What follows belongs to an exercise in optimizing a design on an open flow for small area, a short achievable clock period and few clock cycles per item; a production flow would make more cautious choices. In this exercise RTL edits were held to simulation tests only and were not proved equivalent to the original. Power figures rest on the tool's default switching activity, not on a simulated workload.

== build 71 ==
// sio_ctrl
module sio_ctrl (
    input  wire        clk,
    input  wire        rst,           
    input  wire        req_valid,
    output wire        req_ready,
    input  wire [35:0] req_word,      
    output wire        rsp_valid,
    output wire [15:0] rsp_data,
    output wire        rsp_refused,
    output wire [1:0]  rsp_mode,
    output wire [1:0]  rsp_tmode,
    output wire        rsp_sock,
    output wire        ev_valid,
    input  wire        ev_ready,
    output wire [4:0]  ev_kind,
    output wire [47:0] ev_data,
    input  wire        ev_ok,
    input  wire [15:0] ev_rdata
);
clock: 6.0 ns
lec_check: 0
abc_area: 1
cap_margin: 20
core_margin: 2
core_utilization: 40
cts_cluster_diameter: 80
cts_cluster_size: 25
place_density: 0.6
setup_slack_margin: 3.0
slew_margin: 20
tns_end_percent: 0
standard.sh (not shown) runs the stock make flow with config.mk's settings and CLKGATE_MAP_FILE= SYNTH_SCRIPT=/design/flow/synth_recipe.tcl, a recipe that flattens the netlist after the stock synthesis.
==> flow/flow/run.sh <==
#!/bin/bash
# The standard layout flow, with two changes:
#  1. Port buffers are made from the smallest buffer cell (repair_timing and
#     repair_design upsize them where timing needs it).
#  2. Synthesis runs the standard flow's own script through flow/synth_wrap.tcl, which
#     only swaps the ABC script used to map the logic between flip-flops.
# The whole flow's output goes to standard_flow.log in this folder.
set -euo pipefail
WORK=$(pwd)
export BUFFER_PORTS_ARGS="-buffer_cell sky130_fd_sc_hd__buf_1"
ORIG_SYNTH_SCRIPT=$(grep -o 'SYNTH_SCRIPT=[^ ]*' standard.sh | head -1 | cut -d= -f2- | tr -d "'")
export ORIG_SYNTH_SCRIPT
sed "s#SYNTH_SCRIPT=[^ ]*#SYNTH_SCRIPT=$WORK/flow/synth_wrap.tcl#" standard.sh > standard_wrap.sh
bash standard_wrap.sh > standard_flow.log 2>&1
==> flow/flow/synth_wrap.tcl <==
# Wraps the standard flow's synthesis script (ORIG_SYNTH_SCRIPT) and changes one thing:
# the logic between the flip-flops is mapped with Yosys's default ABC script
# (an area-oriented mapping) instead of ORFS's. The -script, -D and -constr
# arguments of ORFS's abc call are dropped; -liberty and -dont_use are kept.
# Everything before the mapping, the flip-flops included, is unchanged.
proc abc {args} {
  set kept {}
  set skip 0
  foreach x $args {
    if {$skip} { set skip 0; continue }
    if {$x eq "-script" || $x eq "-D" || $x eq "-constr"} { set skip 1; continue }
    lappend kept $x
  }
  yosys abc {*}$kept
}
source $::env(ORIG_SYNTH_SCRIPT)
Testbench counts of build 71, summed over its fixed seeds: cycles 26,843, items 25,959.
Here is what was changed in the inputs of build 44 compared with build 71.
==> flow/flow/run.sh <==
#!/bin/bash
# The standard layout flow, with two changes:
#  1. Port buffers are made from the smallest buffer cell (repair_timing and
#     repair_design upsize them where timing needs it).
#  2. Synthesis runs the standard flow's own script through flow/synth_wrap.tcl, which
#     only swaps the ABC script (flow/map.abc) used to map the logic between
#     the flip-flops.
# The whole flow's output goes to standard_flow.log in this folder.
set -euo pipefail
WORK=$(pwd)
export BUFFER_PORTS_ARGS="-buffer_cell sky130_fd_sc_hd__buf_1"
export MAP_ABC="$WORK/flow/map.abc"
ORIG_SYNTH_SCRIPT=$(grep -o 'SYNTH_SCRIPT=[^ ]*' standard.sh | head -1 | cut -d= -f2- | tr -d "'")
export ORIG_SYNTH_SCRIPT
sed "s#SYNTH_SCRIPT=[^ ]*#SYNTH_SCRIPT=$WORK/flow/synth_wrap.tcl#" standard.sh > standard_wrap.sh
bash standard_wrap.sh > standard_flow.log 2>&1
==> flow/flow/map.abc (new file) <==
strash
dch
map -B 0.9
topo
stime -c
dnsize -c
==> flow/flow/synth_wrap.tcl <==
# Wraps the standard flow's synthesis script (ORIG_SYNTH_SCRIPT) and changes one thing:
# the ABC script that maps the logic between the flip-flops is flow/map.abc
# instead of ORFS's (the other abc arguments are kept). Everything before the
# mapping, the flip-flops included, is unchanged.
proc abc {args} {
  set kept {}
  set skip 0
  foreach x $args {
    if {$skip} { set skip 0; continue }
    if {$x eq "-script"} { set skip 1; continue }
    lappend kept $x
  }
  yosys abc -script $::env(MAP_ABC) {*}$kept
}
source $::env(ORIG_SYNTH_SCRIPT)
==> summary.txt <==
Result for build 44 and build 71: all clean
Compared build 44 vs build 71, and global-route wire length before repair is up in build 44.
The leading cell type in the layout, fill and taps excluded comes out sky130_fd_sc_hd__nand2_1 in one run and sky130_fd_sc_hd__edfxtp_1 in the other, namely in build 44 and build 71 respectively.
Met3 global-route usage essentially unchanged between build 71 and build 44.
Build 71 has higher part of the Yosys area used for sequential elements than build 44.
Going from build 71 to build 44, cell count grew by more than 10%.
Delta(critical path depth, build 44 - build 71) < 0
Build 44 vs. build 71: sequential share of layout area went down by 0.96 points; area taken by multi-input logic gates went down by 61 um2; core utilization went down by 0.96 points; via count of the first global-routing pass went up by 504.
Run comparison: build 44 worst-path cell with the longest stage delay sky130_fd_sc_hd__a21o_4; build 71 worst-path cell with the longest stage delay sky130_fd_sc_hd__or3_4
Delta (build 44 minus build 71): synthesized netlist net count picked up an extra 280; combinational-cell power consumption went up about 55%.
[inputs] build 1 vs build 44
- clearing TNS_END_PERCENT, which used to be 0
==> flow/flow/run.sh <==
#!/bin/bash
# Standard layout, with the port buffers made from the smallest buffer cell
# (repair_timing and repair_design upsize them where timing needs it), and
# power recovery (downsizing of gates off the critical paths) after the
# global-route timing repair.
set -euo pipefail
export BUFFER_PORTS_ARGS="-buffer_cell sky130_fd_sc_hd__buf_1"
export RECOVER_POWER=100
bash standard.sh > standard_flow.log 2>&1
removed: flow/flow/map.abc
removed: flow/flow/synth_wrap.tcl
Build 1 against build 44: worst endpoint data arrival time up 2.33 ns, number of filler instances in the final layout up 115. The worst setup slack for register-to-register paths of build 1 falls short of that of build 44 by 0.55 ns. Build 1 — pre-CTS worst setup slack 0.11 ns higher, build 44 as reference. Compared with build 44, build 1 shows a lower post-route total power. Looking at fraction of standard cell area that is sequential, build 1 sits 0.37 points above build 44. The global-route usage in build 1 sits 0.79 points below the value recorded for build 44. Taking build 44 as the reference, in build 1 total iterations of the first detailed-routing run shows a reduction of 1, combinational power share went up.
diff inputs: build 1 => build 6
- CAP_MARGIN now 5, was 20
- SLEW_MARGIN now 5, was 20
- TNS_END_PERCENT now 0, previously not set
==> flow/flow/run.sh <==
#!/bin/bash
# Standard layout, with the port buffers made from the smallest buffer cell
# (repair_timing and repair_design upsize them where timing needs it).
set -euo pipefail
export BUFFER_PORTS_ARGS="-buffer_cell sky130_fd_sc_hd__buf_1"
bash standard.sh > standard_flow.log 2>&1
--- outcome ---
- Build 6: no failed stages, no open violations at the end
- Higher endpoint arrival time on the critical path was reported by build 1, not build 6.
- Build 6 vs. build 1: worst slack at placement rose by 0.076 ns; count of buffers not belonging to the clock network in the layout saw a decrease; clock-pin slew on the worst setup and hold paths closely matched the old numbers; number of standard cells after synthesis level; post-route cell area increased 1.1%.
- Build 6 does worse than build 1 on total power after layout.
- Switching power summed over all nets deteriorates in build 6 relative to build 1.
- Total count of hold-check failures in the final report came out exactly the same in build 1 and build 6.
- Lower total clock buffers created by CTS among build 1 and build 6: build 6
Modified inputs, build 17 compared to build 6
- CAP_MARGIN: 5 -> 20
- SLEW_MARGIN: 5 -> 20
==> flow/flow/run.sh <==
#!/bin/bash
# The standard layout flow, with two changes:
#  1. Port buffers are made from the smallest buffer cell (repair_timing and
#     repair_design upsize them where timing needs it).
#  2. Synthesis runs the standard flow's own script through flow/synth_wrap.tcl, which
#     only swaps the ABC script (flow/map.abc) used to map the logic between
#     the flip-flops.
# The whole flow's output goes to standard_flow.log in this folder.
set -euo pipefail
WORK=$(pwd)
export BUFFER_PORTS_ARGS="-buffer_cell sky130_fd_sc_hd__buf_1"
export MAP_ABC="$WORK/flow/map.abc"
ORIG_SYNTH_SCRIPT=$(grep -o 'SYNTH_SCRIPT=[^ ]*' standard.sh | head -1 | cut -d= -f2- | tr -d "'")
export ORIG_SYNTH_SCRIPT
sed "s#SYNTH_SCRIPT=[^ ]*#SYNTH_SCRIPT=$WORK/flow/synth_wrap.tcl#" standard.sh > standard_wrap.sh
bash standard_wrap.sh > standard_flow.log 2>&1
==> flow/flow/map.abc (new file) <==
strash
&get -n
&dch
&nf
&put
topo
==> flow/flow/synth_wrap.tcl (new file) <==
# Wraps the standard flow's synthesis script (ORIG_SYNTH_SCRIPT) and changes one thing:
# the ABC script that maps the logic between the flip-flops is flow/map.abc
# instead of ORFS's (the other abc arguments are kept). Everything before the
# mapping, the flip-flops included, is unchanged.
proc abc {args} {
  set kept {}
  set skip 0
  foreach x $args {
    if {$skip} { set skip 0; continue }
    if {$x eq "-script"} { set skip 1; continue }
    lappend kept $x
  }
  yosys abc -script $::env(MAP_ABC) {*}$kept
}
source $::env(ORIG_SYNTH_SCRIPT)
## What came out
- Detailed-route wire length on metal 1: build 17 lower than build 6
- On sequential cell area, build 6 tracks build 17 almost exactly.
- The mean area per synthesized cell in build 17 sits 23% above the value recorded for build 6.
- Die height went down by a few percent going from build 6 to build 17.
- Final critical-path setup slack (higher): build 17
- Relative to build 6, the die area of build 17 is lower by about 5%.
> inputs changed (build 17 -> build 55)
- changing SETUP_SLACK_MARGIN from 3.0 to 2.8
==> flow/flow/run.sh <==
#!/bin/bash
# Standard layout, with the port buffers made from the smallest buffer cell
# (repair_timing and repair_design upsize them where timing needs it).
set -euo pipefail
export BUFFER_PORTS_ARGS="-buffer_cell sky130_fd_sc_hd__buf_1"
bash standard.sh > standard_flow.log 2>&1
removed: flow/flow/map.abc
removed: flow/flow/synth_wrap.tcl
--- outcome ---
Power density of the placed cells: build 55 higher than build 17. Diff build 17 -> build 55: hold slack moved down; achievable clock frequency fell about 6%; horizontal die dimension climbed 2.7%; met1 demand-to-capacity share in global routing now sits lower. Part of the total power dissipated in combinational logic came out lower on build 55 than on build 17. Build 55 against build 17: number of logic stages on the critical path including buffering rose by 2, total routed wirelength went down by 570 um, global-route usage dropped 1.6 points. Compared with build 17, HPWL after detailed placement in build 55 increased by a few percent. Build 55 ended up with a lower core utilization than build 17 did.

## separate check: timing with driven ports
How much do the figures lean on ideal ports? The routed layouts below were timed once more, with nothing changed but the port constraints.
Step 1 assumes that a clkbuf_16 drives the clock port and a buf_2 every other input.
Step 2 also shifts input and output timing later by t, the mid clock arrival at the registers, as if the neighbouring blocks saw the same clock.
Three values: ideal, step 1, step 2; two values: the first two.
run | shift t [ns] | setup slack, ns | hold WS [ns] | worst setup path after step 2
build 71 | 0.548 | 2.837 / 2.804 / 2.291 | 0.458 / 0.458 / 0.458 | input to register
build 44 | 0.548 | 2.821 / 2.784 / 2.376 | 0.450 / 0.450 / 0.450 | input to register
build 1 | 0.554 | 1.804 / 1.832 / 1.277 | 0.466 / 0.466 / 0.466 | input to register
build 6 | 0.548 | 2.937 / 2.899 / 2.544 | 0.470 / 0.470 / 0.470 | input to register
build 17 | 0.542 | 2.969 / 2.923 / 2.481 | 0.486 / 0.486 / 0.486 | input to register
build 55 | 0.544 | 2.768 / 2.751 / 2.257 | 0.472 / 0.472 / 0.472 | input to register
After both steps every run listed still meets setup and hold. The setup slack of build 71, which loses most, moves by -0.033 ns with the drivers and by -0.546 ns with both steps.
